From an optimization exercise on the open Yosys and OpenROAD flow, aimed at small area and a short achievable clock period; shortcuts taken in it are not production practice.
In this exercise RTL edits were held to simulation tests only and were not proved equivalent to the original.

==> module sbus_tracker, before the edit <==
module sbus_tracker #(
    parameter integer N        = 10,
    parameter integer ACTIVE   = 1811,
    parameter integer RELEASED = 174,
    parameter integer SUM_W    = 15,
    parameter integer WP_W     = 4
) (
    input  wire             clk,
    input  wire             rst,
    input  wire             add,       
    input  wire [10:0]      sample,
    output reg  [SUM_W-1:0] sum_o,
    output reg              maj_o
);
    localparam integer MAJ_THRESH = (N / 2) * ACTIVE + ((N + 1) / 2) * RELEASED;
    reg [11*N-1:0] win;    
    wire [10:0]      leave = win[11*(N-1) +: 11];
    wire [SUM_W-1:0] rest  = sum_o - {{(SUM_W-11){1'b0}}, leave};
    wire [SUM_W-1:0] ad_b = {{(SUM_W-11){1'b0}}, sample};
    wire [SUM_W-1:0] ad_g = rest & ad_b;
    wire [SUM_W-1:0] ad_p = rest ^ ad_b;
    reg  [SUM_W-1:0] pg, pp, ng, np;
    integer l, i, k;
    always @* begin
        pg = ad_g;
        pp = ad_p;
        for (l = 0; (1 << l) < SUM_W; l = l + 1) begin
            ng = pg;
            np = pp;
            for (i = 0; i < SUM_W; i = i + 1)
                if ((i >> l) & 1) begin
                    k = ((i >> l) << l) - 1;
                    ng[i] = pg[i] | (pp[i] & pg[k]);
                    np[i] = pp[i] & pp[k];
                end
            pg = ng;
            pp = np;
        end
    end
    wire [SUM_W-1:0] nsum = ad_p ^ {pg[SUM_W-2:0], 1'b0};
    localparam integer LO = MAJ_THRESH - 2046;
    wire        below = (rest < LO);
    wire        above = (rest > MAJ_THRESH);
    wire [10:0] r     = rest[10:0] - LO[10:0];
    reg  [10:0] cg, cp;
    integer m, n;
    always @* begin
        cg = r & sample;
        cp = r ^ sample;
        for (m = 1; m < 11; m = m * 2)
            for (n = 0; n + m < 11; n = n + 2 * m) begin
                cg[n + m] = cg[n + m] | (cp[n + m] & cg[n]);
                cp[n + m] = cp[n + m] & cp[n];
                cg[n] = cg[n + m];
                cp[n] = cp[n + m];
            end
    end
    wire        rc11  = cg[0] | cp[0];
    wire        nmaj  = above | (~below & rc11);
    integer j;
    always @(posedge clk) begin
        if (rst) begin
            for (j = 0; j < N; j = j + 1)
                win[11*j +: 11] <= RELEASED[10:0];
            sum_o <= N * RELEASED;
            maj_o <= (N * RELEASED > MAJ_THRESH);
        end else if (add) begin
            win   <= {win[11*(N-1)-1:0], sample};
            sum_o <= nsum;
            maj_o <= nmaj;
        end
    end
endmodule
export LEC_CHECK = 0
export CAP_MARGIN = 40
export CORE_AREA = 2 2 448 448
export CTS_BUF_LIST = sky130_fd_sc_hd__clkbuf_8
export CTS_CLUSTER_DIAMETER = 45
export CTS_CLUSTER_SIZE = 14
export DIE_AREA = 0 0 450 450
export SLEW_MARGIN = 40
create_clock -name core_clock -period 12.0 [get_ports {clk}]
standard.sh (not shown) runs the stock make flow with config.mk's settings and CLKGATE_MAP_FILE= SYNTH_SCRIPT=/design/flow/synth_recipe.tcl, a recipe that flattens the netlist after the stock synthesis.
==> flow/flow/run.sh <==
#!/bin/bash
set -euo pipefail
bash standard.sh SETUP_SLACK_MARGIN=7.8 TNS_END_PERCENT=100 \
  "BUFFER_PORTS_ARGS=-buffer_cell sky130_fd_sc_hd__buf_1" finish > standard.log 2>&1
The first run produced a clean layout.
Rerun with:
--- a/flow/design.v
+++ b/flow/design.v
@@ -15,49 +15,15 @@
     localparam integer MAJ_THRESH = (N / 2) * ACTIVE + ((N + 1) / 2) * RELEASED;
     reg [11*N-1:0] win;    
     wire [10:0]      leave = win[11*(N-1) +: 11];
     wire [SUM_W-1:0] rest  = sum_o - {{(SUM_W-11){1'b0}}, leave};
-    wire [SUM_W-1:0] ad_b = {{(SUM_W-11){1'b0}}, sample};
-    wire [SUM_W-1:0] ad_g = rest & ad_b;
-    wire [SUM_W-1:0] ad_p = rest ^ ad_b;
-    reg  [SUM_W-1:0] pg, pp, ng, np;
-    integer l, i, k;
-    always @* begin
-        pg = ad_g;
-        pp = ad_p;
-        for (l = 0; (1 << l) < SUM_W; l = l + 1) begin
-            ng = pg;
-            np = pp;
-            for (i = 0; i < SUM_W; i = i + 1)
-                if ((i >> l) & 1) begin
-                    k = ((i >> l) << l) - 1;
-                    ng[i] = pg[i] | (pp[i] & pg[k]);
-                    np[i] = pp[i] & pp[k];
-                end
-            pg = ng;
-            pp = np;
-        end
-    end
-    wire [SUM_W-1:0] nsum = ad_p ^ {pg[SUM_W-2:0], 1'b0};
+    wire [SUM_W-1:0] nsum  = rest + {{(SUM_W-11){1'b0}}, sample};
     localparam integer LO = MAJ_THRESH - 2046;
     wire        below = (rest < LO);
     wire        above = (rest > MAJ_THRESH);
     wire [10:0] r     = rest[10:0] - LO[10:0];
-    reg  [10:0] cg, cp;
-    integer m, n;
-    always @* begin
-        cg = r & sample;
-        cp = r ^ sample;
-        for (m = 1; m < 11; m = m * 2)
-            for (n = 0; n + m < 11; n = n + 2 * m) begin
-                cg[n + m] = cg[n + m] | (cp[n + m] & cg[n]);
-                cp[n + m] = cp[n + m] & cp[n];
-                cg[n] = cg[n + m];
-                cp[n] = cp[n + m];
-            end
-    end
-    wire        rc11  = cg[0] | cp[0];
-    wire        nmaj  = above | (~below & rc11);
+    wire [11:0] rc    = {1'b0, r} + {1'b0, sample} + 12'd1;
+    wire        nmaj  = above | (~below & rc[11]);
     integer j;
     always @(posedge clk) begin
         if (rst) begin
             for (j = 0; j < N; j = j + 1)
Effect:
- global-route usage falls by 4.7 points
- routed wire length came out lower by 14%
- final area increases by 0.67%
- synthesized cell count goes up by 2.5%
- non-clock buffer count went down by 50
- setup slack improves by 160 ps
- via count goes down by 3.6%

-- re-timing with driven ports --
The results above use ideal ports. As a check the final layouts listed here were re-extracted and re-timed, cells and wires unchanged. Step 1: set_driving_cell puts a clkbuf_16 on clk and a buf_2 on each other input, an assumption about the parent block. Step 2 moves the port delays by t, midway between the first and last clock arrival at a register: inputs arrive t later, outputs are due t later. That takes back most of the time a late clock gives input paths. Slacks: ideal / step 1 / step 2; pairs: ideal / step 1.
run	t (ns)	setup WS [ns]	slew at the worst register clock pin (ns)	worst data-port slew with drivers (ns)
the first run	1.179	7.504 / 7.411 / 6.232	0.12 / 0.12	0.34
the second run	1.155	7.667 / 7.455 / 6.301	0.09 / 0.09	0.43
After both steps every run listed still meets setup and hold. The setup slack of the second run, which loses most, moves by -0.212 ns with the drivers and by -1.366 ns with both steps.
